This design comes from an exercise in tuning for small area, a short achievable clock period and few clock cycles per item on the open sky130 flow, not from production work.
In this exercise RTL edits were held to simulation tests only and were not proved equivalent to the original.

## job 5363
## hsl_conv
module hsl_conv (
    input  wire       clk,
    input  wire       rst,
    input  wire       in_valid,
    output wire       in_ready,
    input  wire [7:0] in_r,
    input  wire [7:0] in_g,
    input  wire [7:0] in_b,
    output reg        out_valid,
    output reg  [8:0] out_hue,
    output reg  [9:0] out_sat,
    output reg  [9:0] out_light
);
For scale: ~1700 cells after synthesis, ~58 I/O pins, ~0.012 mm2 of cells after synthesis.
Settings: LEC_CHECK=0, ABC_AREA=1, CAP_MARGIN=20, CORE_MARGIN=2, CORE_UTILIZATION=40, CTS_BUF_LIST=sky130_fd_sc_hd__clkbuf_8, SLEW_MARGIN=20; clock period 35.0 ns.
standard.sh (not shown) runs the stock make flow with config.mk's settings and CLKGATE_MAP_FILE= SYNTH_SCRIPT=/design/flow/synth_recipe.tcl, a recipe that flattens the netlist after the stock synthesis.
==> flow/flow/run.sh <==
#!/bin/bash
# The standard layout (the standard.sh: ORFS synthesis through finish)
# with two changes in how it is made:
#  - ABC maps the logic with flow/abc_area.script (area-oriented mapping
#    without ABC's own buffering and gate sizing) instead of ORFS's
#    abc_area.script; ORFS's scripts are copied and only that file replaced;
#  - the port buffers ORFS inserts at global placement are buf_2 cells
#    instead of the default delay-cell buffers.
set -euo pipefail
here=$(pwd)
rm -rf "$here/orfs_scripts"
cp -r "$FLOW_HOME/scripts" "$here/orfs_scripts"
cp "$here/flow/abc_area.script" "$here/orfs_scripts/abc_area.script"
bash standard.sh SCRIPTS_DIR="$here/orfs_scripts" \
    BUFFER_PORTS_ARGS="-buffer_cell sky130_fd_sc_hd__buf_2" finish > make_finish.log 2>&1
==> flow/flow/abc_area.script <==
strash
dch
map -B 0.9
topo
stime -c
Testbench counts of job 5363, summed over its fixed seeds: cycles 8,040, items 8,000.
diff inputs: job 5363 => job 2938
- CTS_BUF_LIST: sky130_fd_sc_hd__clkbuf_8 -> sky130_fd_sc_hd__clkbuf_4 sky130_fd_sc_hd__clkbuf_8
==> flow/flow/abc_area.script <==
strash
dch
map -B 0.5
topo
stime -c
==> comparison <==
- Final HPWL from detailed placement: job 2938 > job 5363
- | number of global-route vias before repair | higher: job 5363 |
- Total met2 wirelength after detailed routing of job 2938 falls short of that of job 5363 slightly.
- The final standard cell utilization of the core of job 5363 and that of job 2938 are within noise of each other.
- Worst setup slack: job 2938 vs job 5363 — no meaningful difference
- Between job 2938 and job 5363, the compound-gate portion of the synthesized area is higher for job 2938.
- Global-route wire length before repair (job 2938 over job 5363): increase, 2.4%
## Diff of input files: job 2622 against job 2938
- a change of CTS_BUF_LIST from sky130_fd_sc_hd__clkbuf_4 sky130_fd_sc_hd__clkbuf_8 to sky130_fd_sc_hd__clkbuf_8
- an added CTS_CLUSTER_SIZE of 40
- an added CTS_CLUSTER_DIAMETER of 100
Notes after the runs:
Job 2622 and job 2938 ended up with roughly the same arrival time of the worst setup path. From job 2938 to job 2622 the numbers moved as follows: sequential share of layout area flat, post-detailed-route count of antenna-violating nets flat, global-route usage flat, fraction of area in non-clock buffers flat. Share of the core filled with cells in the final layout: job 2938 vs job 2622, no meaningful difference. As far as final instance area is concerned, job 2622 and job 2938 perform about the same.
The following lists how job 3961 was set up differently from job 2622:
- CTS_CLUSTER_SIZE no longer set, was 40
- CTS_CLUSTER_DIAMETER no longer set, was 100
==> comparison <==
Job 3961 vs. job 2622: clock-buffer cell count essentially unchanged, detailed-routed wire length on met3 essentially unchanged. Re smallest setup slack after layout: no difference whatsoever between job 3961 and job 2622. From job 2622 to job 3961 the numbers moved as follows: via count roughly the same; global routing usage on met3 roughly the same. Between job 2622 and job 3961, the met1 routed wirelength after detailed routing does not differ in any meaningful way. Core utilization of the finished layout came out exactly the same in job 3961 and job 2622. Wire length of the first global-routing pass of job 2622 is on par with job 3961.

========
Setup of JK:
hsl_conv, a different RTL version from the one above (not shown whole).
Size in the first run: roughly 58 I/O pins, about 15000 um2 of cells after synthesis.
==> flow/design.v (excerpt) <==
module hsl_conv (
    input  wire       clk,
    input  wire       rst,
    input  wire       in_valid,
    output wire       in_ready,
    input  wire [7:0] in_r,
    input  wire [7:0] in_g,
    input  wire [7:0] in_b,
    output reg        out_valid,
    output reg  [8:0] out_hue,
    output reg  [9:0] out_sat,
    output reg  [9:0] out_light
);
    localparam [11:0] CUT = 12'b000010001001;    
    assign in_ready = 1'b1;
    reg       v0;
    reg [7:0] r0, g0, b0;
    always @(posedge clk) begin
        if (rst) v0 <= 1'b0;
        else     v0 <= in_valid;
        r0 <= in_r;
        g0 <= in_g;
        b0 <= in_b;
    end
    wire        v_a   [0:11], v   [0:11];
    wire [8:0]  s_a   [0:11], s   [0:11];    
    wire [7:0]  d_a   [0:1],  d   [0:1];
    wire [7:0]  e_a   [0:1],  e   [0:1];
    wire [2:0]  sec_a [0:6],  sec [0:6];     
    wire [7:0]  sR_a  [1:11], sR  [1:11];    
    wire [9:0]  sNQ_a [1:11], sNQ [1:11];    
    wire [7:0]  sD_a  [1:11], sD  [1:11];    
    wire [7:0]  hR_a  [1:6],  hR  [1:6];
    wire [5:0]  hNQ_a [1:6],  hNQ [1:6];
    wire [7:0]  hD_a  [1:6],  hD  [1:6];
    wire [8:0]  hue_a [7:11], hue [7:11];
    wire rg = (r0 >= g0);
    wire rb = (r0 >= b0);
    wire gb = (g0 >= b0);
    wire maxr = rg & rb;
    wire maxg = ~maxr & gb;
    wire pos  = maxr ? gb : (maxg ? ~rb : rg);
    wire [7:0] M = maxr ? r0 : (maxg ? g0 : b0);
    wire [7:0] Y = maxr ? g0 : (maxg ? b0 : r0);
    wire [7:0] Z = maxr ? b0 : (maxg ? r0 : g0);
    wire [7:0] mid = pos ? Y : Z;
    wire [7:0] mn  = pos ? Z : Y;
    assign v_a[0]   = v0;
    assign d_a[0]   = M - mn;
    assign e_a[0]   = mid - mn;
    assign s_a[0]   = {1'b0, M} + {1'b0, mn};
    assign sec_a[0] = {maxr, maxg, pos};
    wire [8:0]  s1   = s[0];
    wire [7:0]  d1   = d[0];
    wire [7:0]  e1   = e[0];
    wire        pos1 = sec[0][0];
    wire [7:0]  D    = s1[8] ? ~s1[7:0] - 8'd1 : s1[7:0];    
    wire [17:0] Ns   = {d1, 10'd0} - {d1, 4'd0} - {d1, 3'd0} + D[7:1];
    wire [7:0]  dn   = d1 - {7'd0, ~pos1};
    wire [13:0] Nh   = {e1, 6'd0} - {e1, 2'd0} + dn[7:1];
    assign v_a[1]   = v[0];
    assign s_a[1]   = s1;
    assign d_a[1]   = d1;
    assign e_a[1]   = e1;
    assign sec_a[1] = sec[0];
    assign sR_a[1]  = Ns[17:10];
    assign sNQ_a[1] = Ns[9:0];
    assign sD_a[1]  = {D[7:1], D[0] | (D == 8'd0)};
  ...
==> flow/config.mk <==
export PLATFORM = sky130hd
export DESIGN_NAME = hsl_conv
export DESIGN_NICKNAME = hsl_conv
export VERILOG_FILES = /design/flow/design.v
export SDC_FILE = /design/flow/constraint.sdc
export NUM_CORES = 4
export LEC_CHECK = 0
export ABC_AREA = 1
export CAP_MARGIN = 20
export CORE_MARGIN = 2
export CORE_UTILIZATION = 40
export SLEW_MARGIN = 20
==> flow/constraint.sdc <==
create_clock -name core_clock -period 35.0 [get_ports {clk}]
set_input_delay 7.0000 -clock core_clock [delete_from_list [all_inputs] [get_ports {clk}]]
set_output_delay 7.0000 -clock core_clock [all_outputs]
set_load 0.01 [all_outputs]
==> flow/flow/run.sh <==
#!/bin/bash
# The standard layout (the standard.sh: ORFS synthesis through finish),
# with the port buffers that ORFS inserts at global placement made plain
# buf_2 cells instead of the default delay-cell buffers.
set -euo pipefail
bash standard.sh BUFFER_PORTS_ARGS="-buffer_cell sky130_fd_sc_hd__buf_2" finish > make_finish.log 2>&1
JK | status: complete | timing, DRC, antenna: pass
Testbench counts of JK, summed over its fixed seeds: cycles 8,040, items 8,000.
Relative to JK, the following input files were edited for PW:
==> flow/run.sh (new file) <==
#!/bin/bash
# synth_recipe.tcl (not shown) runs the flow's synth.tcl, then flattens the netlist and writes it again
# the make line also repeats each setting of config.mk as NAME=value (left out here)
make -C /OpenROAD-flow-scripts/flow DESIGN_CONFIG=/design/flow/config.mk WORK_HOME=/design/flow/orfs CLKGATE_MAP_FILE= SYNTH_SCRIPT=/design/flow/synth_recipe.tcl finish
removed: flow/flow/run.sh
removed: flow/standard.sh
## What came out
- Any difference in post-detailed-placement half-perimeter wirelength between PW and JK is small enough to ignore.
- Re cell area: PW and JK aren't equal, and the higher value belongs to PW.
- [compare] base=JK new=PW: amount of wire on met3 after detailed routing higher, core utilization higher, vertical die dimension roughly the same.
- [compare] base=JK new=PW: fmax saw a decrease, final hold slack up 0.0048 ns.
- As far as met3 layer usage reported by global route is concerned, PW and JK perform about the same.
- Lower critical path depth among PW and JK: PW

[what the ideal ports hide]
The flow's constraints put no driver on any port. The routed layouts listed below were extracted and timed again, unchanged, in two steps.
Step 1: set_driving_cell puts a clkbuf_16 on clk and a buf_2 on each other input, an assumption about the parent block.
Step 2 times the ports against the registers' clock, not the clock port: input delays grow and output delays shrink by t, the midpoint of the rising clock arrivals with the driver on.
Slacks: ideal / step 1 / step 2; pairs: ideal / step 1.
| run | t, ns | setup slack, ns | worst hold slack (ns) | latest minus earliest clock arrival (ns) | cell pins on the clock port's net |
|---|---|---|---|---|---|
| job 5363 | 0.504 | 27.087 / 27.042 / 27.360 | 0.328 / 0.328 / 0.328 | 0.019 / 0.019 | 1 |
| job 2938 | 0.510 | 27.087 / 27.042 / 27.552 | 0.326 / 0.326 / 0.326 | 0.021 / 0.021 | 1 |
| job 2622 | 0.512 | 27.083 / 27.040 / 27.552 | 0.326 / 0.326 / 0.326 | 0.021 / 0.021 | 1 |
| job 3961 | 0.512 | 27.083 / 27.040 / 27.552 | 0.326 / 0.326 / 0.326 | 0.021 / 0.021 | 1 |
| JK | 0.510 | 26.596 / 26.596 / 26.596 | 0.325 / 0.325 / 0.325 | 0.013 / 0.013 | 1 |
| PW | 0.503 | 26.506 / 26.506 / 26.506 | 0.330 / 0.330 / 0.330 | 0.020 / 0.020 | 1 |
After both steps every run listed still meets setup and hold.
